Background: an optimization exercise with open tools, aiming at small area, a short achievable clock period and few clock cycles. Do not read the settings as production practice. No run shown here included a check of the RTL's function; only the layout flow was run. Power and IR drop assume default switching activity.

--- flow/run.sh ---
#!/bin/bash
# synth_recipe.tcl (not shown) runs the flow's synth.tcl, then flattens the netlist and writes it again
# the make line also repeats each setting of config.mk as NAME=value (left out here)
make -C /OpenROAD-flow-scripts/flow DESIGN_CONFIG=/design/flow/config.mk WORK_HOME=/design/flow/orfs CLKGATE_MAP_FILE= SYNTH_SCRIPT=/design/flow/synth_recipe.tcl finish
--- flow/config.mk ---
export PLATFORM = sky130hd
export DESIGN_NAME = gb_mbc_core
export DESIGN_NICKNAME = gb_mbc_core
export VERILOG_FILES = /design/flow/design.v
export SDC_FILE = /design/flow/constraint.sdc
export NUM_CORES = 4
export LEC_CHECK = 0
export CAP_MARGIN = 20
export CORE_MARGIN = 2
export CORE_UTILIZATION = 40
export SLEW_MARGIN = 20
--- flow/design.v ---
`default_nettype none
module gb_mbc_core (
    input  wire         clk,
    input  wire         rst,
    input  wire         cmd_valid,
    output wire         cmd_ready,
    input  wire [31:0]  cmd_word,
    output wire         res_valid,
    output wire [7:0]   res_status,
    output wire [31:0]  res_value,
    output wire [31:0]  res_aux,
    output wire         res_flag,
    output wire         res_hdr_valid,
    output wire [127:0] res_title,
    output wire [3:0]   res_mbc_type,
    output wire [1:0]   res_warn,
    output wire [15:0]  bus_addr,
    output wire         bus_set,
    output wire         bus_rd,
    output wire         bus_wr,
    output wire         bus_wait,
    output wire [7:0]   bus_wdata,
    input  wire         bus_ack,
    input  wire [7:0]   bus_rdata,
    input  wire         bus_err,
    output wire         out_valid,
    output wire [7:0]   out_data,
    input  wire         out_ready,
    output wire         in_req,
    input  wire         in_ack,
    input  wire [7:0]   in_data,
    input  wire         in_end,
    input  wire         in_fail
);
    localparam [3:0] ST_OK        = 4'h0;
    localparam [3:0] ST_BUSERR    = 4'h1;
    localparam [3:0] ST_UNSUP     = 4'h2;
    localparam [3:0] ST_FILEIO    = 4'h3;
    localparam [3:0] ST_ILLEGAL   = 4'h4;
    localparam [3:0] ST_NOSESSION = 4'h5;
    localparam [3:0] ST_FAULTED   = 4'h6;
    localparam [3:0] ST_ADDRUNSET = 4'h7;
    localparam [3:0] ST_CTRLWR    = 4'h8;
    localparam [3:0] ST_RAMNOTEN  = 4'h9;
    localparam [2:0] FAM_ROMONLY = 3'd0;
    localparam [2:0] FAM_MBC1    = 3'd1;
    localparam [2:0] FAM_MBC2    = 3'd2;
    localparam [2:0] FAM_MBC3    = 3'd3;
    localparam [2:0] FAM_MBC5    = 3'd4;
    localparam [4:0] OP_PARSE_HEADER    = 5'h01;
    localparam [4:0] OP_MAKE_ROM_READER = 5'h02;
    localparam [4:0] OP_ENABLE_RAM      = 5'h03;
    localparam [4:0] OP_DISABLE_RAM     = 5'h04;
    localparam [4:0] OP_SELECT_ROM_BANK = 5'h05;
    localparam [4:0] OP_SELECT_RAM_BANK = 5'h06;
    localparam [4:0] OP_SET_ADDR        = 5'h07;
    localparam [4:0] OP_READ_BYTE       = 5'h08;
    localparam [4:0] OP_WRITE_BYTE      = 5'h09;
    localparam [4:0] OP_ROM_SIZE        = 5'h0A;
    localparam [4:0] OP_ROM_STATUS      = 5'h0B;
    localparam [4:0] OP_ROM_READ        = 5'h0C;
    localparam [4:0] OP_RAM_DUMP        = 5'h0D;
    localparam [4:0] OP_RAM_RESTORE     = 5'h0E;
    localparam [4:0] OP_XLATE_ROM       = 5'h0F;
    localparam [4:0] OP_XLATE_RAM       = 5'h10;
    localparam [2:0] CK_EN     = 3'd0;   
    localparam [2:0] CK_DIS    = 3'd1;   
    localparam [2:0] CK_ROMSEL = 3'd2;   
    localparam [2:0] CK_RAMSEL = 3'd3;   
    localparam [2:0] CK_FIX    = 3'd4;   
    localparam [4:0] S_IDLE  = 5'd0;    
    localparam [4:0] S_EXEC  = 5'd1;    
    localparam [4:0] S_RES   = 5'd2;    
    localparam [4:0] S_HDR   = 5'd3;    
    localparam [4:0] S_HDONE = 5'd4;    
    localparam [4:0] S_CW    = 5'd5;    
    localparam [4:0] S_BRD   = 5'd7;    
    localparam [4:0] S_W1    = 5'd8;    
    localparam [4:0] S_WR    = 5'd9;    
    localparam [4:0] S_W2    = 5'd10;   
    localparam [4:0] S_RCHK  = 5'd11;   
    localparam [4:0] S_RRD   = 5'd12;   
    localparam [4:0] S_DRAIN = 5'd13;   
    localparam [4:0] S_FRD   = 5'd14;   
    localparam [4:0] S_BANK  = 5'd15;   
    localparam [4:0] S_DRD   = 5'd16;   
    localparam [4:0] S_TIN   = 5'd17;   
    localparam [3:0] U_OK  = 4'd0;
    localparam [3:0] U_N1  = 4'd1;
    localparam [3:0] U_N2  = 4'd2;
    localparam [3:0] U_N3  = 4'd3;
    localparam [3:0] U_E0  = 4'd4;
    localparam [3:0] U_ED  = 4'd5;
    localparam [3:0] U_F0  = 4'd6;
    localparam [3:0] U_F4  = 4'd7;
    localparam [3:0] U_BAD = 4'd8;
    reg  [4:0]   state;
    reg  [31:0]  cmd_r;          
    reg  [3:0]   status;
    reg          flag_r;
    reg          hdrv_r;
    reg          crdy;
    reg          rvld;
    reg          ph_ready;       
    reg          ph_fault;       
    reg  [15:0]  a_r;            
    reg          addr_valid;
    reg          set_r, rd_r, wr_r, wt_r;
    reg  [7:0]   wd_r;
    reg          ir_r;
    reg          ifail;
    reg  [2:0]   s_fam;
    reg  [3:0]   s_romc;         
    reg  [2:0]   s_ramc;         
    reg          s_big;          
    reg  [8:0]   s_rlm;          
    reg  [3:0]   s_mlm;          
    reg          s_msel;         
    reg          s_nsel;         
    reg          s_bad;          
    reg  [8:0]   rom_bank;
    reg          ram_en;
    reg  [23:0]  cursor;
    reg          eos;
    reg  [127:0] title_r;
    reg  [3:0]   h_type;
    reg          h_unrec;
    reg  [3:0]   h_romc;
    reg  [2:0]   h_ramc;
    reg  [3:0]   utf_st;
    reg          h_utfbad;
    reg          t_title, t_type, t_romc, t_ramc;   
    reg  [2:0]   ck;
    reg  [1:0]   step;
    reg  [23:0]  cnt;            
    reg  [7:0]   od;             
    reg          ov;
    reg  [7:0]   sk;             
    reg          sv;
    assign cmd_ready     = crdy;
    assign res_valid     = rvld;
    assign res_status    = {4'd0, status};
    assign res_value     = {8'd0, cnt};
    assign res_aux       = {14'd0, cmd_r[17:0]};
    assign res_flag      = flag_r;
    assign res_hdr_valid = hdrv_r;
    assign res_title     = title_r;
    assign res_mbc_type  = h_type;
    assign res_warn      = {h_unrec, h_utfbad};
    assign bus_addr  = a_r;
    assign bus_set   = set_r;
    assign bus_rd    = rd_r;
    assign bus_wr    = wr_r;
    assign bus_wait  = wt_r;
    assign bus_wdata = wd_r;
    assign out_valid = ov;
    assign out_data  = od;
    assign in_req    = ir_r;
    wire [4:0]  op    = cmd_r[28:24];
    wire [15:0] imm16 = cmd_r[15:0];
    wire [23:0] imm24 = cmd_r[23:0];
    reg illegal;
    always @(*) begin
        if (cmd_r[31:29] != 3'd0)
            illegal = 1'b1;
        else case (op)
            OP_PARSE_HEADER, OP_MAKE_ROM_READER, OP_ENABLE_RAM, OP_DISABLE_RAM,
            OP_READ_BYTE, OP_ROM_SIZE, OP_ROM_STATUS, OP_RAM_DUMP, OP_RAM_RESTORE:
                illegal = (cmd_r[23:0] != 24'd0);
            OP_WRITE_BYTE:
                illegal = (cmd_r[23:8] != 16'd0);
            OP_SELECT_ROM_BANK, OP_SELECT_RAM_BANK, OP_SET_ADDR:
                illegal = (cmd_r[23:16] != 8'd0);
            OP_ROM_READ, OP_XLATE_ROM, OP_XLATE_RAM:
                illegal = 1'b0;
            default:
                illegal = 1'b1;
        endcase
    end
    wire op_hdr  = (op == OP_PARSE_HEADER) || (op == OP_MAKE_ROM_READER);
    wire op_rr   = (op == OP_ROM_READ);
    wire op_dump = (op == OP_RAM_DUMP);
    wire op_rest = (op == OP_RAM_RESTORE);
    wire op_data = op_rr || op_dump || op_rest;
    function [23:0] rom_size_of;
        input [3:0] c;
        begin
            rom_size_of = (c <= 4'd8) ? (24'h008000 << c) : 24'd0;
        end
    endfunction
    function [17:0] ram_size_of;
        input [2:0] c;
        begin
            case (c)
                3'd1:    ram_size_of = 18'h02000;
                3'd2:    ram_size_of = 18'h08000;
                3'd3:    ram_size_of = 18'h10000;
                3'd4:    ram_size_of = 18'h20000;
                default: ram_size_of = 18'h00000;
            endcase
        end
    endfunction
    function [4:0] ram_banks_of;
        input [2:0] c;
        begin
            case (c)
                3'd1:    ram_banks_of = 5'd1;
                3'd2:    ram_banks_of = 5'd4;
                3'd3:    ram_banks_of = 5'd8;
                3'd4:    ram_banks_of = 5'd16;
                default: ram_banks_of = 5'd0;
            endcase
        end
    endfunction
    reg  [3:0] d_type;
    reg        d_unrec;
    always @(*) begin
        d_unrec = 1'b0;
        case (sk)
            8'h00: d_type = 4'd0;
            8'h01: d_type = 4'd1;
            8'h02: d_type = 4'd2;
            8'h03: d_type = 4'd3;
            8'h05: d_type = 4'd4;
            8'h06: d_type = 4'd5;
            8'h11: d_type = 4'd6;
            8'h12: d_type = 4'd7;
            8'h13: d_type = 4'd8;
            8'h19: d_type = 4'd9;
            8'h1A: d_type = 4'd10;
            8'h1B: d_type = 4'd11;
            default: begin
                d_type  = 4'd0;
                d_unrec = 1'b1;
            end
        endcase
    end
    reg [2:0] d_ramc;
    always @(*) begin
        if (h_type == 4'd0)
            d_ramc = 3'd0;
        else case (sk)
            8'h02:   d_ramc = 3'd1;
            8'h03:   d_ramc = 3'd2;
            8'h04:   d_ramc = 3'd4;
            8'h05:   d_ramc = 3'd3;
            default: d_ramc = 3'd0;
        endcase
    end
    reg [3:0] utf_next;
    always @(*) begin
        utf_next = U_BAD;
        case (utf_st)
            U_OK: begin
                if (sk < 8'h80)                       utf_next = U_OK;
                else if (sk >= 8'hC2 && sk <= 8'hDF)  utf_next = U_N1;
                else if (sk == 8'hE0)                 utf_next = U_E0;
                else if (sk == 8'hED)                 utf_next = U_ED;
                else if (sk >= 8'hE1 && sk <= 8'hEF)  utf_next = U_N2;
                else if (sk == 8'hF0)                 utf_next = U_F0;
                else if (sk >= 8'hF1 && sk <= 8'hF3)  utf_next = U_N3;
                else if (sk == 8'hF4)                 utf_next = U_F4;
                else                                  utf_next = U_BAD;
            end
            U_N1: utf_next = (sk[7:6] == 2'b10) ? U_OK : U_BAD;
            U_N2: utf_next = (sk[7:6] == 2'b10) ? U_N1 : U_BAD;
            U_N3: utf_next = (sk[7:6] == 2'b10) ? U_N2 : U_BAD;
            U_E0: utf_next = (sk >= 8'hA0 && sk <= 8'hBF) ? U_N1 : U_BAD;
            U_ED: utf_next = (sk >= 8'h80 && sk <= 8'h9F) ? U_N1 : U_BAD;
            U_F0: utf_next = (sk >= 8'h90 && sk <= 8'hBF) ? U_N2 : U_BAD;
            U_F4: utf_next = (sk >= 8'h80 && sk <= 8'h8F) ? U_N2 : U_BAD;
            default: utf_next = U_BAD;
        endcase
    end
    reg  [2:0] h_fam;
    reg  [9:0] h_fam_rom;
    reg  [4:0] h_fam_ram;
    reg        h_bankable;
    always @(*) begin
        case (h_type)
            4'd1, 4'd2, 4'd3:   begin h_fam = FAM_MBC1;    h_fam_rom = 10'd128; h_fam_ram = 5'd4;  h_bankable = 1'b1; end
            4'd4, 4'd5:         begin h_fam = FAM_MBC2;    h_fam_rom = 10'd16;  h_fam_ram = 5'd0;  h_bankable = 1'b0; end
            4'd6, 4'd7, 4'd8:   begin h_fam = FAM_MBC3;    h_fam_rom = 10'd128; h_fam_ram = 5'd4;  h_bankable = 1'b1; end
            4'd9, 4'd10, 4'd11: begin h_fam = FAM_MBC5;    h_fam_rom = 10'd512; h_fam_ram = 5'd16; h_bankable = 1'b1; end
            default:            begin h_fam = FAM_ROMONLY; h_fam_rom = 10'd2;   h_fam_ram = 5'd0;  h_bankable = 1'b0; end
        endcase
    end
    wire [9:0] h_rom_banks = rom_size_of(h_romc) >> 14;
    wire [4:0] h_ram_banks = ram_banks_of(h_ramc);
    wire [9:0] h_lim_rom   = (h_rom_banks < h_fam_rom) ? h_rom_banks : h_fam_rom;
    wire [4:0] h_lim_ram   = (h_ram_banks < h_fam_ram) ? h_ram_banks : h_fam_ram;
    wire [9:0] h_rlm       = (h_lim_rom == 10'd0) ? 10'd0 : h_lim_rom - 10'd1;
    wire [4:0] h_mlm       = (h_lim_ram == 5'd0) ? 5'd0 : h_lim_ram - 5'd1;
    wire       h_nsel      = h_bankable && (h_ram_banks != 5'd1);
    wire [15:0] sel_rom_n = (imm16 == 16'd0) ? 16'd1 : imm16;
    wire [9:0]  rd_rom_n  = cursor[23:14];
    wire        rom_sel_bad = ((sel_rom_n & ~{7'd0, s_rlm}) != 16'd0);
    wire        rd_sel_bad  = ((rd_rom_n & ~{1'b0, s_rlm}) != 10'd0);
    wire        ram_sel_bad = !s_msel || ((imm16 & ~{12'd0, s_mlm}) != 16'd0);
    wire        addr_in_ram = (a_r[15:13] == 3'b101);
    reg at_end;
    integer i;
    always @(*) begin
        at_end = 1'b1;
        for (i = 0; i <= 8; i = i + 1)
            if (s_romc == i) at_end = cursor[15 + i];
    end
    reg xr_flag, xm_flag;
    always @(*) begin
        xr_flag = 1'b0;
        for (i = 0; i <= 8; i = i + 1)
            if (s_romc == i) xr_flag = ((imm24 >> (15 + i)) == 24'd0);
        case (s_ramc)
            3'd1:    xm_flag = (imm24[23:13] == 11'd0);
            3'd2:    xm_flag = (imm24[23:15] == 9'd0);
            3'd3:    xm_flag = (imm24[23:16] == 8'd0);
            3'd4:    xm_flag = (imm24[23:17] == 7'd0);
            default: xm_flag = 1'b0;
        endcase
    end
    wire [8:0]  cw_rom_n = op_rr ? rd_rom_n[8:0] : sel_rom_n[8:0];
    wire [3:0]  cw_ram_n = (op == OP_SELECT_RAM_BANK) ? imm16[3:0] : cnt[16:13];
    function [25:0] cwf;
        input [2:0] k;
        input [1:0] s;
        input [2:0] fam;
        input       big;
        input [8:0] rn;
        input [3:0] mn;
        reg   [1:0] len;
        reg   [15:0] a;
        reg   [7:0] d;
        begin
            len = 2'd0;
            a   = 16'h0000;
            d   = 8'h00;
            case (k)
                CK_EN: begin
                    d   = 8'h0A;
                    len = (fam == FAM_ROMONLY) ? 2'd0 : 2'd1;
                end
                CK_DIS: begin
                    len = (fam == FAM_ROMONLY) ? 2'd0 : 2'd1;
                end
                CK_FIX: begin
                    a   = 16'h6000;
                    d   = 8'h01;
                    len = 2'd1;
                end
                CK_ROMSEL: begin
                    case (fam)
                        FAM_MBC1: begin
                            if (big) begin
                                len = 2'd3;
                                case (s)
                                    2'd0:    begin a = 16'h6000; d = 8'h00; end
                                    2'd1:    begin a = 16'h2000; d = {3'd0, rn[4:0]}; end
                                    default: begin a = 16'h4000; d = {6'd0, rn[6:5]}; end
                                endcase
                            end else begin
                                len = 2'd1;
                                a   = 16'h2000;
                                d   = {3'd0, rn[4:0]};
                            end
                        end
                        FAM_MBC2: begin
                            len = 2'd1;
                            a   = 16'h2100;
                            d   = {4'd0, rn[3:0]};
                        end
                        FAM_MBC3: begin
                            len = 2'd1;
                            a   = 16'h2000;
                            d   = {1'b0, rn[6:0]};
                        end
                        FAM_MBC5: begin
                            len = 2'd2;
                            if (s == 2'd0) begin
                                a = 16'h2000;
                                d = rn[7:0];
                            end else begin
                                a = 16'h3000;
                                d = {7'd0, rn[8]};
                            end
                        end
                        default: ;
                    endcase
                end
                default: begin   
                    case (fam)
                        FAM_MBC1: begin
                            len = 2'd2;
                            if (s == 2'd0) begin
                                a = 16'h6000;
                                d = 8'h01;
                            end else begin
                                a = 16'h4000;
                                d = {6'd0, mn[1:0]};
                            end
                        end
                        FAM_MBC3: begin
                            len = 2'd1;
                            a   = 16'h4000;
                            d   = {6'd0, mn[1:0]};
                        end
                        FAM_MBC5: begin
                            len = 2'd1;
                            a   = 16'h4000;
                            d   = {4'd0, mn[3:0]};
                        end
                        default: ;
                    endcase
                end
            endcase
            cwf = {len, a, d};
        end
    endfunction
    wire [25:0] cw_cur  = cwf(ck, step, s_fam, s_big, cw_rom_n, cw_ram_n);
    wire [25:0] cw_nxt  = cwf(ck, step + 2'd1, s_fam, s_big, cw_rom_n, cw_ram_n);
    wire        cw_last = (step == cw_cur[25:24] - 2'd1);
    wire req       = rd_r || wr_r || wt_r;
    wire ack       = bus_ack && req;
    wire berr      = bus_err && (rd_r || wr_r);
    wire iack      = in_ack && ir_r;
    wire ifail_now = iack && in_end && in_fail;
    wire [7:0] ibyte = in_end ? 8'hFF : in_data;
    wire taken     = ov && out_ready;
    wire push      = rd_r && bus_ack && !bus_err && ((state == S_RRD) || (state == S_DRD));
    wire sv_n      = (sv || (push && ov)) && !taken;
    wire [23:0] cursor_inc = cursor + 24'd1;
    wire [23:0] cnt_inc    = cnt + 24'd1;
    wire        rr_last    = (cnt_inc == imm24);
    wire        rr_bnd     = (cursor[13:0] == 14'h3FFF);
    wire        pf         = op_rest && (cnt[12:0] != 13'h1FFF);    
    task go_res;
        begin
            state <= S_RES;
            rvld  <= 1'b1;
        end
    endtask
    task go_cw;
        input [2:0] k;
        reg   [25:0] c;
        begin
            c     = cwf(k, 2'd0, s_fam, s_big, cw_rom_n, cw_ram_n);
            ck    <= k;
            step  <= 2'd0;
            state <= S_CW;
            if (c[25:24] != 2'd0) begin
                a_r   <= c[23:8];
                wd_r  <= c[7:0];
                set_r <= 1'b1;
                wr_r  <= 1'b1;
            end
        end
    endtask
    task bus_fault;
        begin
            status        <= ST_BUSERR;
            ph_fault      <= 1'b1;
            cmd_r[17:0]   <= 18'd0;
            if (op_data)
                state <= S_DRAIN;
            else
                go_res;
        end
    endtask
    always @(posedge clk) begin
        if (rst) begin
            state      <= S_IDLE;
            crdy       <= 1'b1;
            rvld       <= 1'b0;
            ph_ready   <= 1'b0;
            ph_fault   <= 1'b0;
            addr_valid <= 1'b0;
            set_r      <= 1'b0;
            rd_r       <= 1'b0;
            wr_r       <= 1'b0;
            wt_r       <= 1'b0;
            ir_r       <= 1'b0;
            ov         <= 1'b0;
            sv         <= 1'b0;
            t_title    <= 1'b0;
            t_type     <= 1'b0;
            t_romc     <= 1'b0;
            t_ramc     <= 1'b0;
        end else begin
            set_r <= 1'b0;
            if (set_r) addr_valid <= 1'b1;
            if (ack) begin
                rd_r <= 1'b0;
                wr_r <= 1'b0;
                wt_r <= 1'b0;
            end
            if (iack) ir_r <= 1'b0;
            if (sv) begin
                if (taken) begin
                    od <= sk;
                    sv <= 1'b0;
                end
            end else if (push) begin
                if (!ov || taken) begin
                    od <= bus_rdata;
                    ov <= 1'b1;
                end else begin
                    sk <= bus_rdata;
                    sv <= 1'b1;
                end
            end else if (taken) begin
                ov <= 1'b0;
            end
            t_title <= 1'b0;
            t_type  <= 1'b0;
            t_romc  <= 1'b0;
            t_ramc  <= 1'b0;
            if (t_title) utf_st <= utf_next;
            if (t_type) begin
                h_type  <= d_type;
                h_unrec <= d_unrec;
            end
            if (t_romc) h_romc <= (sk <= 8'h08) ? sk[3:0] : 4'hF;
            if (t_ramc) h_ramc <= d_ramc;
            case (state)
                S_IDLE: begin
                    if (cmd_valid) begin
                        cmd_r <= cmd_word;
                        crdy  <= 1'b0;
                        state <= S_EXEC;
                    end
                end
                S_RES: begin
                    rvld  <= 1'b0;
                    crdy  <= 1'b1;
                    state <= S_IDLE;
                end
                S_EXEC: begin
                    cnt         <= 24'd0;
                    cmd_r[17:0] <= 18'd0;
                    status      <= ST_OK;
                    flag_r      <= 1'b0;
                    hdrv_r      <= 1'b0;
                    go_res;
                    if (illegal) begin
                        status <= ST_ILLEGAL;
                    end else if (ph_fault) begin
                        status <= ST_FAULTED;
                    end else if (!ph_ready && !op_hdr) begin
                        status <= ST_NOSESSION;
                    end else begin
                        case (op)
                            OP_PARSE_HEADER, OP_MAKE_ROM_READER: begin
                                utf_st <= U_OK;
                                a_r    <= 16'h0100;
                                set_r  <= 1'b1;
                                rd_r   <= 1'b1;
                                rvld   <= 1'b0;
                                state  <= S_HDR;
                            end
                            OP_ENABLE_RAM: begin
                                rvld <= 1'b0;
                                go_cw(CK_EN);
                            end
                            OP_DISABLE_RAM: begin
                                rvld <= 1'b0;
                                go_cw(CK_DIS);
                            end
                            OP_SELECT_ROM_BANK: begin
                                if (rom_sel_bad) begin
                                    status <= ST_UNSUP;
                                end else begin
                                    cmd_r[17:0] <= cmd_r[17:0];
                                    rvld <= 1'b0;
                                    go_cw(CK_ROMSEL);
                                end
                            end
                            OP_SELECT_RAM_BANK: begin
                                if (ram_sel_bad) begin
                                    status <= ST_UNSUP;
                                end else begin
                                    cmd_r[17:0] <= cmd_r[17:0];
                                    rvld <= 1'b0;
                                    go_cw(CK_RAMSEL);
                                end
                            end
                            OP_SET_ADDR: begin
                                a_r   <= imm16;
                                set_r <= 1'b1;
                            end
                            OP_READ_BYTE: begin
                                if (!addr_valid)
                                    status <= ST_ADDRUNSET;
                                else if (addr_in_ram && !ram_en)
                                    status <= ST_RAMNOTEN;
                                else begin
                                    rd_r  <= 1'b1;
                                    rvld  <= 1'b0;
                                    state <= S_BRD;
                                end
                            end
                            OP_WRITE_BYTE: begin
                                wd_r <= cmd_r[7:0];
                                if (!addr_valid)
                                    status <= ST_ADDRUNSET;
                                else if (!a_r[15])
                                    status <= ST_CTRLWR;
                                else if (addr_in_ram && !ram_en)
                                    status <= ST_RAMNOTEN;
                                else if (addr_in_ram) begin
                                    wt_r  <= 1'b1;
                                    rvld  <= 1'b0;
                                    state <= S_W1;
                                end else begin
                                    wr_r  <= 1'b1;
                                    rvld  <= 1'b0;
                                    state <= S_WR;
                                end
                            end
                            OP_ROM_SIZE: begin
                                cnt <= rom_size_of(s_romc);
                            end
                            OP_ROM_STATUS: begin
                                cnt         <= cursor;
                                cmd_r[17:0] <= {9'd0, rom_bank};
                                flag_r      <= eos;
                            end
                            OP_ROM_READ: begin
                                if (imm24 == 24'd0) begin
                                end else if (at_end) begin
                                    eos <= 1'b1;
                                end else begin
                                    cmd_r[17:0] <= cmd_r[17:0];
                                    rvld  <= 1'b0;
                                    state <= S_RCHK;
                                end
                            end
                            OP_RAM_DUMP: begin
                                if (s_bad) begin
                                    status <= ST_UNSUP;
                                end else begin
                                    rvld <= 1'b0;
                                    go_cw(CK_EN);
                                end
                            end
                            OP_RAM_RESTORE: begin
                                if (s_ramc == 3'd0) begin
                                end else if (s_bad) begin
                                    status <= ST_UNSUP;
                                end else if (s_fam == FAM_MBC2) begin
                                    a_r   <= 16'h0134;
                                    set_r <= 1'b1;
                                    rd_r  <= 1'b1;
                                    rvld  <= 1'b0;
                                    state <= S_FRD;
                                end else begin
                                    rvld <= 1'b0;
                                    go_cw((s_fam == FAM_MBC1) ? CK_FIX : CK_EN);
                                end
                            end
                            OP_XLATE_ROM: begin
                                cnt         <= {14'd0, imm24[23:14]};
                                cmd_r[17:0] <= {3'd0, (imm24[23:14] != 10'd0), imm24[13:0]};
                                flag_r      <= xr_flag;
                            end
                            OP_XLATE_RAM: begin
                                cnt         <= {13'd0, imm24[23:13]};
                                cmd_r[17:0] <= {2'd0, 3'b101, imm24[12:0]};
                                flag_r      <= xm_flag;
                            end
                            default: ;
                        endcase
                    end
                end
                S_HDR: begin
                    if (ack) begin
                        if (berr) begin
                            bus_fault;
                        end else begin
                            sk <= bus_rdata;
                            if (a_r[6:0] >= 7'h34 && a_r[6:0] <= 7'h43) begin
                                title_r <= {bus_rdata, title_r[127:8]};
                                t_title <= 1'b1;
                            end
                            t_type <= (a_r[6:0] == 7'h47);
                            t_romc <= (a_r[6:0] == 7'h48);
                            t_ramc <= (a_r[6:0] == 7'h49);
                            if (a_r[6:0] == 7'h4F) begin
                                state <= S_HDONE;
                            end else begin
                                a_r[6:0] <= a_r[6:0] + 7'd1;
                                set_r    <= 1'b1;
                                rd_r     <= 1'b1;
                            end
                        end
                    end
                end
                S_HDONE: begin
                    if (op == OP_MAKE_ROM_READER) begin
                        ph_ready <= 1'b1;
                        s_fam    <= h_fam;
                        s_romc   <= h_romc;
                        s_ramc   <= h_ramc;
                        s_big    <= (h_rom_banks > 10'd32);
                        s_rlm    <= h_rlm[8:0];
                        s_mlm    <= h_mlm[3:0];
                        s_msel   <= h_bankable && (h_lim_ram != 5'd0);
                        s_nsel   <= h_nsel;
                        s_bad    <= h_nsel && (h_ram_banks > h_fam_ram);
                        rom_bank <= 9'd1;
                        ram_en   <= 1'b0;
                        cursor   <= 24'd0;
                        eos      <= 1'b0;
                    end
                    cnt         <= rom_size_of(h_romc);
                    cmd_r[17:0] <= ram_size_of(h_ramc);
                    flag_r      <= h_unrec || (utf_st != U_OK);
                    h_utfbad    <= (utf_st != U_OK);
                    hdrv_r      <= 1'b1;
                    go_res;
                end
                S_CW: begin
                    if (!wr_r || (ack && !berr && cw_last)) begin
                        case (ck)
                            CK_EN: begin
                                ram_en <= 1'b1;
                                if (op_data)
                                    state <= S_BANK;
                                else
                                    go_res;
                            end
                            CK_DIS: begin
                                ram_en <= 1'b0;
                                if (op_dump)
                                    state <= S_DRAIN;
                                else
                                    go_res;
                            end
                            CK_ROMSEL: begin
                                rom_bank <= cw_rom_n;
                                if (op_rr) begin
                                    state   <= S_RRD;
                                    a_r     <= {1'b0, (rd_rom_n != 10'd0), cursor[13:0]};
                                    set_r   <= !sv_n;
                                    rd_r    <= !sv_n;
                                end else begin
                                    cmd_r[17:0] <= 18'd0;
                                    go_res;
                                end
                            end
                            CK_RAMSEL: begin
                                if (op_dump) begin
                                    state <= S_DRD;
                                    a_r   <= {3'b101, cnt[12:0]};
                                    set_r <= !sv_n;
                                    rd_r  <= !sv_n;
                                end else if (op_rest) begin
                                    state <= S_TIN;
                                    ir_r  <= 1'b1;
                                end else begin
                                    cmd_r[17:0] <= 18'd0;
                                    go_res;
                                end
                            end
                            default: begin   
                                go_cw(CK_EN);
                            end
                        endcase
                    end else if (ack) begin
                        if (berr) begin
                            bus_fault;
                        end else begin
                            step  <= step + 2'd1;
                            a_r   <= cw_nxt[23:8];
                            wd_r  <= cw_nxt[7:0];
                            set_r <= 1'b1;
                            wr_r  <= 1'b1;
                        end
                    end
                end
                S_BRD: begin
                    if (ack) begin
                        if (berr)
                            bus_fault;
                        else begin
                            cnt <= {16'd0, bus_rdata};
                            go_res;
                        end
                    end
                end
                S_W1: begin
                    if (ack) begin
                        wr_r  <= 1'b1;
                        state <= S_WR;
                    end
                end
                S_WR: begin
                    ifail <= 1'b0;
                    if (ack) begin
                        if (berr) begin
                            bus_fault;
                        end else if (op_rest || addr_in_ram) begin
                            wt_r  <= 1'b1;
                            ir_r  <= pf;
                            state <= S_W2;
                        end else begin
                            go_res;
                        end
                    end
                end
                S_W2: begin
                    if (iack) begin
                        if (ifail_now)
                            ifail <= 1'b1;
                        else
                            wd_r <= ibyte;
                    end
                    if ((!wt_r || ack) && (!ir_r || iack)) begin
                        if (!op_rest) begin
                            go_res;
                        end else begin
                            cnt <= cnt_inc;
                            if (!pf) begin
                                state <= S_BANK;
                            end else if (ifail || ifail_now) begin
                                status   <= ST_FILEIO;
                                ph_fault <= 1'b1;
                                go_res;
                            end else begin
                                a_r[12:0] <= cnt_inc[12:0];
                                set_r     <= 1'b1;
                                wt_r      <= 1'b1;
                                state     <= S_W1;
                            end
                        end
                    end
                end
                S_RCHK: begin
                    if (at_end) begin
                        cmd_r[17:0] <= 18'd0;
                        state       <= S_DRAIN;
                    end else if (cursor[13:0] == 14'd0 && rd_rom_n != 10'd0) begin
                        if (rd_sel_bad) begin
                            status      <= ST_UNSUP;
                            cmd_r[17:0] <= 18'd0;
                            state       <= S_DRAIN;
                        end else begin
                            go_cw(CK_ROMSEL);
                        end
                    end else begin
                        state <= S_RRD;
                        a_r   <= {1'b0, (rd_rom_n != 10'd0), cursor[13:0]};
                        set_r <= !sv_n;
                        rd_r  <= !sv_n;
                    end
                end
                S_RRD: begin
                    if (rd_r) begin
                        if (ack) begin
                            if (berr) begin
                                bus_fault;
                            end else begin
                                cursor <= cursor_inc;
                                cnt    <= cnt_inc;
                                if (rr_last) begin
                                    cmd_r[17:0] <= 18'd0;
                                    state       <= S_DRAIN;
                                end else if (rr_bnd) begin
                                    state <= S_RCHK;
                                end else begin
                                    a_r[13:0] <= cursor_inc[13:0];
                                    set_r     <= !sv_n;
                                    rd_r      <= !sv_n;
                                end
                            end
                        end
                    end else if (!sv_n) begin
                        set_r <= 1'b1;
                        rd_r  <= 1'b1;
                    end
                end
                S_DRAIN: begin
                    if (!sv && (!ov || taken))
                        go_res;
                end
                S_FRD: begin
                    if (ack) begin
                        if (berr)
                            bus_fault;
                        else
                            go_cw(CK_EN);
                    end
                end
                S_BANK: begin
                    if (cnt[17:13] == ram_banks_of(s_ramc)) begin
                        go_cw(CK_DIS);
                    end else if (s_nsel) begin
                        go_cw(CK_RAMSEL);
                    end else if (op_dump) begin
                        state <= S_DRD;
                        a_r   <= {3'b101, cnt[12:0]};
                        set_r <= !sv_n;
                        rd_r  <= !sv_n;
                    end else begin
                        state <= S_TIN;
                        ir_r  <= 1'b1;
                    end
                end
                S_DRD: begin
                    if (rd_r) begin
                        if (ack) begin
                            if (berr) begin
                                bus_fault;
                            end else begin
                                cnt <= cnt_inc;
                                if (cnt[12:0] == 13'h1FFF) begin
                                    state <= S_BANK;
                                end else begin
                                    a_r[12:0] <= cnt_inc[12:0];
                                    set_r     <= !sv_n;
                                    rd_r      <= !sv_n;
                                end
                            end
                        end
                    end else if (!sv_n) begin
                        set_r <= 1'b1;
                        rd_r  <= 1'b1;
                    end
                end
                S_TIN: begin
                    if (iack) begin
                        if (ifail_now) begin
                            status   <= ST_FILEIO;
                            ph_fault <= 1'b1;
                            go_res;
                        end else begin
                            wd_r  <= ibyte;
                            a_r   <= {3'b101, cnt[12:0]};
                            set_r <= 1'b1;
                            wt_r  <= 1'b1;
                            state <= S_W1;
                        end
                    end
                end
                default: begin
                    state <= S_IDLE;
                    crdy  <= 1'b1;
                    rvld  <= 1'b0;
                end
            endcase
        end
    end
endmodule
`default_nettype wire
--- flow/constraint.sdc ---
create_clock -name core_clock -period 8.0 [get_ports {clk}]
set_input_delay 1.6000 -clock core_clock [delete_from_list [all_inputs] [get_ports {clk}]]
set_output_delay 1.6000 -clock core_clock [all_outputs]
set_load 0.01 [all_outputs]
==> results.txt, run 1 <==
----------------------------------------------------
[Detailed routing]
  Antenna violation net count after detailed routing ... 0
  Number of violations reported at the end of detailed-routing iteration 0 ... 2867
  Aggregate routed wire length ... 95560 um
  Post-detailed-route DRC marker count ... 0
  DR vias ... 20910
  WL/cell ... 29.96 um
  Vias per std cell ... 6.555
  Number of optimization iterations in the first detailed-route pass ... 6

[Min path]
  Startpoint of the most critical hold path ... title_r[68]
  Worst min-delay path category ... reg -> reg
  Count of cells along the worst hold path ... 0
  Endpoint with the worst hold slack ... title_r[60]

[Floorplanning]
  Floorplan row count ... 84
  Vert. Die Dim ... 234.2 um
  Starting density of the core ... 0.4040
  Horizontal die dimension ... 234.2 um
  Area enclosed by the die boundary ... 54830 sq um
  Total core area ... 52450 sq um
  Ports placed on the boundary ... 305

[Clocking]
  Clock-pin transition on the worst setup and hold timing paths ... 0.06 ns
  Clock H-tree levels ... 2
  Count of hold-fix buffers inserted at cts ... 0
  TritonCTS Buffers ... 41
  TritonCTS clock tree ... built
  Clock network latency to the later pin of the worst-skew pair ... 0.60 ns
  CTS sink count ... 335
  Root buffer cell ... sky130_fd_sc_hd__clkbuf_16
  Worst-case clock buffer depth ... 3
  Setup bufs post-CTS ... 0
  Post-cts gate resize count ... 0

[Finish]
  Leading cell types in the layout, fill and taps excluded ... sky130_fd_sc_hd__edfxtp_1 (314), sky130_fd_sc_hd__clkdlybuf4s50_1 (278), sky130_fd_sc_hd__nor2_1 (222)
  Area overhead of the layout relative to synthesis ... 22.33%
  Post-layout instance count excluding filler cells ... 3190
  Post-layout net count ... 2546
  Final core utilization ... 0.4943
  Most frequent standard cell in the layout excluding fill and tap cells ... sky130_fd_sc_hd__edfxtp_1
  Share of final-layout standard cells stronger than drive strength 1 ... 0.08080
  Final Cell Area ... 25920 sq um
  Number of inserted filler cells in the final layout ... 4911

[Placed design]
  Placed instance count ... 3113
  Standard cell area after detailed placement ... 24590 sq um
  Number of port buffers ... 278
  Placed wire-length estimate after detailed placement ... 72200 um
  Placement-stage worst setup slack ... 2.641 ns
  Final weighted congestion in routability-driven placement ... 1.001

[Worst setup path]
  Classification of the worst setup path ... reg -> reg
  Maximum fanout count along the critical path ... 13
  Required time of the worst setup path ... 8.26 ns
  Element type at the critical path start ... register
  Slowest stage cell on the critical path ... sky130_fd_sc_hd__nor4_4
  Arrival time of the worst setup path ... 5.23 ns
  Max stage delay on crit path ... 0.71 ns
  Number of cells on the worst reg-to-reg path ... 12
  RR Startpoint ... cnt[0]
  CP cell instances ... ha_1, nand4_1, nor4_1, buf_4, xnor2_1, o211ai_1, or4_1, nor4_4, nand2b_1, o2111ai_1, a31oi_1, buf_4
  CP endpoint kind ... register
  Register-to-register setup slack ... 3.04 ns
  Most frequent cell on the critical path ... sky130_fd_sc_hd__buf_4
  R2R Path End ... cmd_r[1]

[STA]
  Final count of pins violating max slew ... 0
  Setup TNS ... 0 ns
  Fin crit period ... 4.962 ns
  Number of failing setup endpoints in the final timing report ... 0
  Number of hold violations in the final report ... 0
  Tightest slew margin relative to the limit ... 0.2057
  Hold_ws ... 0.4301 ns
  Final clock skew ... 0.04585 ns
  Pin slew with the least headroom to its limit ... 1.181 ns
  Maximum achievable frequency ... 201.5 MHz
  Post-layout worst setup margin ... 3.038 ns
  RSZ-0062 raised after global routing ... false
  Part of the cycle the worst path needs ... 0.6203

[Power]
  Power density over the cells ... 222.0 nW/um^2
  Power after layout ... 5.756 mW
  Leakage component of the power ... 8.774 nW
  IR drop worst, VDD ... 135.5 uV

[Global route]
  Initial antenna violation count ... 5
  Wire length of the first global-routing pass ... 134300 um
  Maximum number of pins on one net before global-route repair ... 129
  Via count of the first global-routing pass ... 18980
  GRT Util Overall ... 0.3375
  Grt ovf ... 0

[Outcome]
  Outcome ... complete, no violations

[Synthesis]
  Post-Syn Area per Cell ... 9.426 sq um
  Main combinational cell family by area after synthesis ... simple AND/OR/NAND/NOR gates
  Synth Warn # ... 1
  Number of synthesized flops with an enable pin ... 314
  Post-synthesis share of cell area spent on and, or, nand and nor gates ... 0.2112
  Post-synthesis share of cell area spent on full adders, half adders and majority gates ... 0.01240
  Combined area of all synthesized cells ... 21190 sq um
  Mux cell area share after synthesis ... 0.02480
  Number of cells produced by synthesis ... 2248
  Number of synthesized register bits ... 335
  Main synth FF type ... sky130_fd_sc_hd__edfxtp_1
  Synth Area in Compound Gates ... 0.2008
  Xor/xnor share of the synthesized area ... 0.03130
  Async set-reset flop share out of synthesis ... 0
  Distinct cell type count of the synthesized netlist ... 91
  Sequential area share after synthesis ... 0.4648

[Run]
  Max-cap violations ... 0

----------------------------------------------------
## registers in the layout (all words and copies together) (netlist names), 5 cells and up
signal,flops
state,5
cursor,24
cmd_r,32
s_rlm,9
a_r,16
rom_bank,9
cnt,24
od,8
title_r,128
sk,8
wd_r,8
## power by group
group          internal (mW)  switching (mW)  total (mW)
logic                  0.573           0.980        1.55
registers               2.05           0.286        2.34
clock network           1.06           0.799        1.86
total                   3.69            2.07        5.76
## layout make-up
cell class	instances	area [sq um]	share of cell area
multi-input cells	1683	10340	0.3991
flip-flops and latches	335	9849	0.3800
repair buffers	347	3313	0.1278
clock buffers	46	1066	0.04113
well taps	688	860.8	0.03321
clock inverters	29	256.5	0.009895
inverters	60	225.2	0.008689
diodes	2	5.005	0.0001931
## worst max-delay path by stage
stage | slack, ns | cells after the start | endpoint | start
global route | 2.75 | 12 | cmd_r[3] | cnt[0]
floorplan | 1.04 | 5 | title_r[0] | bus_ack
finish | 3.04 | 12 | cmd_r[1] | cnt[0]
global placement | 2.79 | 8 | status[2] | bus_err
CTS | 3.18 | 12 | cmd_r[3] | cnt[0]
detailed placement | 2.64 | 8 | a_r[2] | bus_ack
## synthesized netlist by cell type (23+ instances only)
master / n / area (sq um)
sky130_fd_sc_hd__nand2_1: 198 / 743.2
sky130_fd_sc_hd__xnor2_1: 40 / 350.3
sky130_fd_sc_hd__nand2b_1: 41 / 256.5
sky130_fd_sc_hd__edfxtp_1: 314 / 9429
sky130_fd_sc_hd__buf_4: 49 / 367.9
sky130_fd_sc_hd__nor4_1: 34 / 212.7
sky130_fd_sc_hd__a31oi_1: 25 / 156.4
sky130_fd_sc_hd__nand3_1: 74 / 370.4
sky130_fd_sc_hd__nor2b_1: 31 / 193.9
sky130_fd_sc_hd__clkbuf_1: 128 / 480.5
sky130_fd_sc_hd__o22ai_1: 29 / 181.4
sky130_fd_sc_hd__xor2_1: 28 / 245.2
sky130_fd_sc_hd__a22oi_1: 39 / 292.8
sky130_fd_sc_hd__mux2i_1: 24 / 240.2
sky130_fd_sc_hd__nor3_1: 83 / 415.4
sky130_fd_sc_hd__o21ai_0: 154 / 770.7
sky130_fd_sc_hd__inv_1: 57 / 214.0
sky130_fd_sc_hd__and3_1: 23 / 143.9
sky130_fd_sc_hd__o211ai_1: 32 / 240.2
sky130_fd_sc_hd__a21oi_1: 149 / 745.7
sky130_fd_sc_hd__nor2_1: 223 / 837.1
## worst max-delay path, delay by kind of cell (launching register included)
kind / cells / cell delay, ns
AND/OR/NAND/NOR: 5 / 2.21
flip-flops: 1 / 0.69
AO/OA/AOI/OAI: 3 / 0.61
buffers and inverters: 2 / 0.50
adder cells (fa/ha/maj): 1 / 0.39
XOR/XNOR: 1 / 0.23
## cell families (layout without fill, tap and decap cells)
logic type               count (synthesis)  after routing
XOR/XNOR                                71             71
multiplexers                            47             47
other                                    1             28
AO/OA/AOI/OAI                          647            647
AND/OR/NAND/NOR                        871            871
adder cells (fa/ha/maj)                 21             21
flip-flops                             335            335
buffers and inverters                  255            482
## per-layer routing
layer	track usage	vias to the layer above	share of wire
li1	-	8946	-
met1	0.4630	10210	0.40
met2	0.5049	1482	0.44
met3	0.07053	275	0.10
met4	0.1673	0	0.054
met5	0	-	0
==> run 2, diff against run 1 <==
--- a/flow/design.v
+++ b/flow/design.v
@@ -417,6 +417,4 @@
     endfunction
     wire [25:0] cw_cur  = cwf(ck, step, s_fam, s_big, cw_rom_n, cw_ram_n);
-    wire [25:0] cw_nxt  = cwf(ck, step + 2'd1, s_fam, s_big, cw_rom_n, cw_ram_n);
-    wire        cw_last = (step == cw_cur[25:24] - 2'd1);
     wire req       = rd_r || wr_r || wt_r;
     wire ack       = bus_ack && req;
@@ -430,5 +428,5 @@
     wire [23:0] cursor_inc = cursor + 24'd1;
     wire [23:0] cnt_inc    = cnt + 24'd1;
-    wire        rr_last    = (cnt_inc == imm24);
+    wire        rr_last    = (imm24 == 24'd1);      
     wire        rr_bnd     = (cursor[13:0] == 14'h3FFF);
     wire        pf         = op_rest && (cnt[12:0] != 13'h1FFF);    
@@ -441,16 +439,8 @@
     task go_cw;
         input [2:0] k;
-        reg   [25:0] c;
         begin
-            c     = cwf(k, 2'd0, s_fam, s_big, cw_rom_n, cw_ram_n);
             ck    <= k;
             step  <= 2'd0;
             state <= S_CW;
-            if (c[25:24] != 2'd0) begin
-                a_r   <= c[23:8];
-                wd_r  <= c[7:0];
-                set_r <= 1'b1;
-                wr_r  <= 1'b1;
-            end
         end
     endtask
@@ -719,5 +709,17 @@
                 end
                 S_CW: begin
-                    if (!wr_r || (ack && !berr && cw_last)) begin
+                    if (wr_r) begin
+                        if (ack) begin
+                            if (berr)
+                                bus_fault;
+                            else
+                                step <= step + 2'd1;
+                        end
+                    end else if (step != cw_cur[25:24]) begin
+                        a_r   <= cw_cur[23:8];
+                        wd_r  <= cw_cur[7:0];
+                        set_r <= 1'b1;
+                        wr_r  <= 1'b1;
+                    end else begin
                         case (ck)
                             CK_EN: begin
@@ -765,14 +767,4 @@
                             end
                         endcase
-                    end else if (ack) begin
-                        if (berr) begin
-                            bus_fault;
-                        end else begin
-                            step  <= step + 2'd1;
-                            a_r   <= cw_nxt[23:8];
-                            wd_r  <= cw_nxt[7:0];
-                            set_r <= 1'b1;
-                            wr_r  <= 1'b1;
-                        end
                     end
                 end
@@ -859,6 +851,7 @@
                                 bus_fault;
                             end else begin
-                                cursor <= cursor_inc;
-                                cnt    <= cnt_inc;
+                                cursor      <= cursor_inc;
+                                cnt         <= cnt_inc;
+                                cmd_r[23:0] <= imm24 - 24'd1;
                                 if (rr_last) begin
                                     cmd_r[17:0] <= 18'd0;
--- a/flow/config.mk
+++ b/flow/config.mk
@@ -9,3 +9,4 @@
 export CORE_MARGIN = 2
 export CORE_UTILIZATION = 40
+export SETUP_SLACK_MARGIN = 4.5
 export SLEW_MARGIN = 20
==> results.txt, run 2 <==
----------------------------------------------------
[Outcome]
  Outcome ... complete, no violations

[Placed design]
  Final weighted congestion in routability-driven placement ... 1.034
  Standard cell area after detailed placement ... 23700 sq um
  Number of port buffers ... 278
  Placed wire-length estimate after detailed placement ... 62290 um
  Placed instance count ... 2972

[Synthesis]
  Combined area of all synthesized cells ... 20530 sq um
  Cell with the most instances after synthesis ... sky130_fd_sc_hd__edfxtp_1
  Synth Warn # ... 1
  Main area contributors after synthesis ... sky130_fd_sc_hd__edfxtp_1 (46%), sky130_fd_sc_hd__a21oi_1 (3.9%), sky130_fd_sc_hd__nor2_1 (3.7%)
  Area fraction of the dominant cell type after synthesis ... 0.4592
  Largest area contributor in the netlist ... sky130_fd_sc_hd__edfxtp_1
  Number of cells produced by synthesis ... 2134
  Number of synthesized register bits ... 335
  Sequential area share after synthesis ... 0.4797
  Number of synthesized flops with an enable pin ... 314
  Main synth FF type ... sky130_fd_sc_hd__edfxtp_1
  Distinct cell type count of the synthesized netlist ... 98
  List of most frequent post-synthesis cells ... sky130_fd_sc_hd__edfxtp_1 (314), sky130_fd_sc_hd__nor2_1 (201), sky130_fd_sc_hd__nand2_1 (191), sky130_fd_sc_hd__a21oi_1 (161), sky130_fd_sc_hd__o21ai_0 (125)
  Async set-reset flop share out of synthesis ... 0
  Post-Syn Area per Cell ... 9.622 sq um

[Worst setup path]
  CP cell instances ... clkdlybuf4s50_1
  Buffer and inverter count on the worst path ... 1
  Arrival time of the worst setup path ... 1.91 ns
  Maximum fanout count along the critical path ... 8
  Critical Path Stages ... 1
  Required time of the worst setup path ... 6.40 ns
  Max stage delay on crit path ... 0.68 ns
  Slowest stage cell on the critical path ... sky130_fd_sc_hd__edfxtp_1
  R2R Path End ... rvld
  Number of cells on the worst reg-to-reg path ... 8
  RR Startpoint ... cmd_r[1]
  Classification of the worst setup path ... reg -> out
  Register-to-register setup slack ... 4.52 ns
  Worst setup path end ... res_aux[1]
  Gate family responsible for the most delay along the worst path ... flip-flops
  Element type at the critical path start ... register
  Worst setup path start ... cmd_r[1]
  CP endpoint kind ... output pin

[Detailed routing]
  WL/cell ... 27.04 um
  Aggregate routed wire length ... 83820 um
  Number of optimization iterations in the first detailed-route pass ... 6
  Vias per std cell ... 6.214
  Antenna violation net count after detailed routing ... 0
  Number of violations reported at the end of detailed-routing iteration 0 ... 2547
  Post-detailed-route DRC marker count ... 0
  DR vias ... 19260

[Finish]
  Post-layout instance count excluding filler cells ... 3100
  Share of final-layout standard cells stronger than drive strength 1 ... 0.1074
  Area overhead of the layout relative to synthesis ... 24.89%
  Inserted Diodes ... 0
  Leading cell types in the layout, fill and taps excluded ... sky130_fd_sc_hd__edfxtp_1 (314), sky130_fd_sc_hd__clkdlybuf4s50_1 (275), sky130_fd_sc_hd__nor2_1 (200)
  Registers with the highest flip-flop counts ... title_r x128, cmd_r x32
  Final core utilization ... 0.5029
  Flip-flop count of the largest register after layout ... 128
  Post-layout net count ... 2472
  Most frequent standard cell in the layout excluding fill and tap cells ... sky130_fd_sc_hd__edfxtp_1
  Number of inserted filler cells in the final layout ... 4713
  Most flop-heavy register ... title_r
  Final Cell Area ... 25640 sq um

[STA]
  Pin slew with the least headroom to its limit ... 1.092 ns
  Setup TNS ... 0 ns
  Fin crit period ... 3.509 ns
  Final clock skew ... 0.03040 ns
  Final count of pins violating max slew ... 0
  Part of the cycle the worst path needs ... 0.4386
  Number of hold violations in the final report ... 0
  Tightest slew margin relative to the limit ... 0.2710
  RSZ-0062 raised after global routing ... true
  Maximum achievable frequency ... 285.0 MHz
  Number of failing setup endpoints in the final timing report ... 0

[Floorplanning]
  Vert. Die Dim ... 230.6 um
  Ports placed on the boundary ... 305
  Area enclosed by the die boundary ... 53160 sq um
  Total core area ... 50990 sq um
  Horizontal die dimension ... 230.6 um
  Starting density of the core ... 0.4027
  Floorplan row count ... 83

[Power]
  Power density over the cells ... 250.7 nW/um^2
  Power after layout ... 6.428 mW
  Net switching fraction of the power ... 0.3857
  Internal Pwr Total ... 3.949 mW
  Clock power share ... 0.272
  Seq pwr share ... 0.371
  IR drop worst, VDD ... 184.9 uV
  Leakage component of the power ... 8.662 nW
  Combinational Power Share ... 0.357
  Net switching power of the design ... 2.479 mW

[Clocking]
  TritonCTS clock tree ... built
  Count of hold-fix buffers inserted at cts ... 0
  Clock-pin transition on the worst setup and hold timing paths ... 0.07 ns
  TritonCTS Buffers ... 40
  Worst-case clock buffer depth ... 3
  Clock network latency to the later pin of the worst-skew pair ... 0.58 ns
  Root buffer cell ... sky130_fd_sc_hd__clkbuf_16
  CTS sink count ... 335
  Clock H-tree levels ... 2

[Run]
  Max-cap violations ... 0

[Global route]
  Maximum number of pins on one net before global-route repair ... 51
  Via count of the first global-routing pass ... 18010
  Wire length of the first global-routing pass ... 120200 um
  Initial antenna violation count ... 0
  Grt ovf ... 0
  GRT Util Overall ... 0.3045

[Min path]
  Worst min-delay path category ... reg -> reg

----------------------------------------------------
## run 2: cell count changes after synthesis, sizes merged, moves of 8 or more
cell,change
a21oi,+12
a22oi,-18
and3b,+8
buf,+9
clkbuf,-15
nor2,-19
nor2b,+14
nor3,-12
nor3b,+8
o211ai,-17
o21ai,-29
o31ai,-12
or3,-13
## run 2: timing repair
action | in CTS | in global routing
cloned | 2 | 0
pin swaps | 7 | 3
endpoints found under the setup margin | 281 | 122
buffers inserted | 36 | 20
resized for setup | 36 | 15
## run 2: cells by family (layout without fill, tap and decap cells)
kind of cell               after synthesis  in the layout  synth area share
DFF                                    335            335            0.4797
AOI/OAI and AO/OA                      581            581            0.1866
buffers and inverters                  241            502           0.05557
muxes                                   39             39           0.02011
xor gates and xnor gates                66             66           0.02815
adders and majority gates               24             24           0.01450
other                                    1             26         0.0001826
and+or+nand+nor                        847            847            0.2152
## run 2: per-layer routing
| metal | part of all wire | global-route usage | wire length, um |
|---|---|---|---|
| met4 | 0.047 | 0.1331 | 3953 |
| met1 | 0.40 | 0.4054 | 33200 |
| met2 | 0.45 | 0.4767 | 37700 |
| met5 | 0 | 0 | 0 |
| met3 | 0.11 | 0.06781 | 8972 |
## run 2: area by class of cell
type,count,area [sq um],share of cell area
clock inverter,19,167.7,0.006538
inverter,52,198.9,0.007758
multi-input combinational,1583,9876,0.3851
tap,680,850.8,0.03318
clock buffer,51,1042,0.04064
timing repair buffer,380,3659,0.1427
sequential,335,9851,0.3841
## run 2: worst min-delay path by stage
stage	startpoint	endpoint	cells after the start
floorplan	h_romc[3]	s_romc[3]	0
global placement	title_r[76]	title_r[68]	0
detailed placement	title_r[25]	title_r[17]	0
CTS	title_r[92]	title_r[84]	0
global route	title_r[81]	title_r[73]	0
finish	title_r[47]	title_r[39]	0
## run 2: power by group through the flow
stage	clock (mW)	sequential [mW]	combinational [mW]
after floorplan	0	2.30	1.31
after global placement	0	2.48	2.00
after detailed placement	0	2.48	2.00
after CTS	1.77	2.39	2.18
after global routing	1.84	2.40	2.41
final	1.75	2.38	2.29
## run 2: metrics by stage
| step | worst slack, ns | hold slack [ns] |
|---|---|---|
| floorplan | 1.295 | 0.4633 |
| global route | 4.443 | 0.4487 |
| finish | 4.491 | 0.4407 |
| detailed placement | 2.886 | 0.4328 |
| CTS | 4.500 | 0.4401 |
| global placement | 2.937 | 0.4303 |
==> run 3, diff against run 2 <==
--- a/flow/config.mk
+++ b/flow/config.mk
@@ -9,4 +9,4 @@
 export CORE_MARGIN = 2
 export CORE_UTILIZATION = 40
-export SETUP_SLACK_MARGIN = 4.5
+export SETUP_SLACK_MARGIN = 3.5
 export SLEW_MARGIN = 20
==> results.txt, run 3 <==
----------------------------------------------------
[STA]
  Part of the cycle the worst path needs ... 0.5447
  Maximum achievable frequency ... 229.5 MHz
  Final clock skew ... 0.03204 ns
  Hold_ws ... 0.4451 ns
  Setup TNS ... 0 ns
  RSZ-0062 raised after global routing ... false
  Fin crit period ... 4.357 ns
  Final count of pins violating max slew ... 0
  Pin slew with the least headroom to its limit ... 1.204 ns
  Tightest slew margin relative to the limit ... 0.1964
  Number of failing setup endpoints in the final timing report ... 0
  Number of hold violations in the final report ... 0

[Synthesis]
  Main area contributors after synthesis ... sky130_fd_sc_hd__edfxtp_1 (46%), sky130_fd_sc_hd__a21oi_1 (3.9%), sky130_fd_sc_hd__nor2_1 (3.7%)
  Sequential area share after synthesis ... 0.4797
  Number of synthesized register bits ... 335
  Post-Syn Area per Cell ... 9.622 sq um
  Area fraction of the dominant cell type after synthesis ... 0.4592
  Async set-reset flop share out of synthesis ... 0
  List of most frequent post-synthesis cells ... sky130_fd_sc_hd__edfxtp_1 (314), sky130_fd_sc_hd__nor2_1 (201), sky130_fd_sc_hd__nand2_1 (191), sky130_fd_sc_hd__a21oi_1 (161), sky130_fd_sc_hd__o21ai_0 (125)
  Combined area of all synthesized cells ... 20530 sq um
  Synth Warn # ... 1
  Cell with the most instances after synthesis ... sky130_fd_sc_hd__edfxtp_1
  Number of cells produced by synthesis ... 2134
  Distinct cell type count of the synthesized netlist ... 98
  Largest area contributor in the netlist ... sky130_fd_sc_hd__edfxtp_1
  Main synth FF type ... sky130_fd_sc_hd__edfxtp_1
  Number of synthesized flops with an enable pin ... 314

[Clocking]
  TritonCTS Buffers ... 40
  Clock network latency to the later pin of the worst-skew pair ... 0.58 ns
  TritonCTS clock tree ... built
  Clock-pin transition on the worst setup and hold timing paths ... 0.06 ns
  Worst-case clock buffer depth ... 3
  Clock H-tree levels ... 2
  Root buffer cell ... sky130_fd_sc_hd__clkbuf_16
  CTS sink count ... 335

[Global route]
  Wire length of the first global-routing pass ... 121800 um
  Maximum number of pins on one net before global-route repair ... 67
  Via count of the first global-routing pass ... 17790
  GRT Util Overall ... 0.3080
  Grt ovf ... 0
  Initial antenna violation count ... 1

[Placed design]
  Standard cell area after detailed placement ... 23700 sq um
  Final weighted congestion in routability-driven placement ... 0.9848
  Placed wire-length estimate after detailed placement ... 63280 um
  Number of port buffers ... 278

[Finish]
  Area overhead of the layout relative to synthesis ... 22.37%
  Share of final-layout standard cells stronger than drive strength 1 ... 0.07822
  Leading cell types in the layout, fill and taps excluded ... sky130_fd_sc_hd__edfxtp_1 (314), sky130_fd_sc_hd__clkdlybuf4s50_1 (278), sky130_fd_sc_hd__nor2_1 (200)
  Registers with the highest flip-flop counts ... title_r x128, cmd_r x32
  Number of inserted filler cells in the final layout ... 4750
  Most flop-heavy register ... title_r
  Final core utilization ... 0.4928
  Inserted Diodes ... 0
  Final Cell Area ... 25130 sq um
  Post-layout net count ... 2416
  Flip-flop count of the largest register after layout ... 128
  Most frequent standard cell in the layout excluding fill and tap cells ... sky130_fd_sc_hd__edfxtp_1

[Floorplanning]
  Floorplan row count ... 83
  Area enclosed by the die boundary ... 53160 sq um
  Vert. Die Dim ... 230.6 um
  Starting density of the core ... 0.4027
  Horizontal die dimension ... 230.6 um
  Total core area ... 50990 sq um
  Ports placed on the boundary ... 305

[Worst setup path]
  Number of cells on the worst reg-to-reg path ... 6
  Required time of the worst setup path ... 8.20 ns
  Element type at the critical path start ... register
  Maximum fanout count along the critical path ... 41
  RR Startpoint ... state[2]
  Arrival time of the worst setup path ... 4.56 ns
  Max stage delay on crit path ... 0.85 ns
  Register-to-register setup slack ... 3.64 ns
  R2R Path End ... rom_bank[3]
  Slowest stage cell on the critical path ... sky130_fd_sc_hd__a21oi_1
  CP endpoint kind ... register
  Classification of the worst setup path ... reg -> reg
  CP cell instances ... buf_4, nor2b_1, nand3_1, inv_1, nand2_1, a21oi_1

[Detailed routing]
  Antenna violation net count after detailed routing ... 0
  Number of optimization iterations in the first detailed-route pass ... 6
  WL/cell ... 27.64 um
  Number of violations reported at the end of detailed-routing iteration 0 ... 2883
  Aggregate routed wire length ... 84180 um
  Post-detailed-route DRC marker count ... 0
  DR vias ... 19180
  Vias per std cell ... 6.300

[Power]
  IR drop worst, VDD ... 144.6 uV
  Leakage component of the power ... 8.392 nW
  Power after layout ... 6.487 mW
  Power density over the cells ... 258.2 nW/um^2

[Run]
  Max-cap violations ... 0

[Min path]
  Worst min-delay path category ... reg -> reg
  Endpoint with the worst hold slack ... title_r[48]
  Count of cells along the worst hold path ... 0
  Startpoint of the most critical hold path ... title_r[56]

[Outcome]
  Outcome ... complete, no violations

----------------------------------------------------
run 3: cell counts after synthesis:
Identical to the previous run, type by type.
run 3: through the flow:
| step | std cells | worst slack (ns) |
|---|---|---|
| floorplan | 2159 | 1.295 |
| global placement | 2973 | 2.518 |
| detailed placement | 2973 | 2.800 |
| CTS | 3044 | 3.562 |
| global route | 3045 | 3.489 |
| finish | 3045 | 3.643 |
run 3: worst max-delay path by stage:
| stage | slack, ns | endpoint | cells after the start | startpoint |
|---|---|---|---|---|
| finish | 3.64 | rom_bank[3] | 6 | state[2] |
| global route | 3.49 | s_rlm[7] | 16 | h_type[1] |
| CTS | 3.56 | a_r[9] | 7 | cmd_r[26] |
| detailed placement | 2.80 | title_r[124] | 6 | bus_ack |
| global placement | 2.52 | cmd_r[0] | 7 | bus_ack |
| floorplan | 1.30 | title_r[0] | 4 | bus_ack |
run 3: logic make-up after synthesis:
kind of cell,synth area share
flops,0.4797
compound gates,0.1866
xor+xnor,0.02815
other cells,0.0001826
buf+inv,0.05557
mux,0.02011
simple gates,0.2152
fa+ha+maj,0.01450
run 3: routing by layer:
metal  part of all wire  up-vias  wire [um]  GRT usage
met3              0.098      184       8254    0.05805
met4              0.043        0       3580     0.1262
li1                   -     8436          -          -
met2               0.45     1138      38240     0.4771
met5                  0        -          0          0
met1               0.41     9425      34100     0.4243
run 3: worst max-delay path, delay by kind of cell (launching register included):
family / cells / cell delay (ns)
flip-flops: 1 / 0.30
buffers and inverters: 2 / 1.11
AO/OA/AOI/OAI: 1 / 0.85
AND/OR/NAND/NOR: 3 / 1.68
run 3: layout make-up:
cell class / instances / area [sq um] / share of cell area
well taps: 680 / 850.8 / 0.03386
clock inverters: 14 / 191.4 / 0.007619
flip-flops and latches: 335 / 9849 / 0.3920
clock buffers: 57 / 1169 / 0.04651
multi-input cells: 1583 / 9723 / 0.3870
inverters: 52 / 195.2 / 0.007768
repair buffers: 324 / 3148 / 0.1253
run 3: where the power goes:
group,total (mW),switching (mW),internal [mW]
logic,2.10,1.36,0.747
registers,2.46,0.335,2.13
clock network,1.92,0.769,1.15
total,6.49,2.46,4.03
run 3: repair_timing:
action / CTS / global route
buffers inserted: 0 / 1
gates resized for setup: 1 / 4
hold buffers: 0 / 0
endpoints found under the setup margin: 66 / 88

[what the ideal ports hide]
In the flow no input, the clock included, has a driving cell. The finished layouts below were timed again as built, in two steps.
Step 1, drivers: a clkbuf_16 drives clk and a buf_2 each remaining input, both assumed.
Step 2 times the ports against the registers' clock, not the clock port: input delays grow and output delays shrink by t, the midpoint of the rising clock arrivals with the driver on.
Slacks: ideal ports / drivers / drivers and shift; pairs: ideal ports / drivers.
| run | t (ns) | setup WS [ns] | worst setup path at the end |
|---|---|---|---|
| run 1 | 0.636 | 3.038 / 3.038 / 2.461 | input to register |
| run 2 | 0.625 | 4.491 / 4.435 / 3.923 | input to register |
| run 3 | 0.627 | 3.643 / 3.643 / 3.160 | input to register |
After both steps every run listed still meets setup and hold. The setup slack of run 1, which loses most, moves by 0.000 ns with the drivers and by -0.577 ns with both steps.
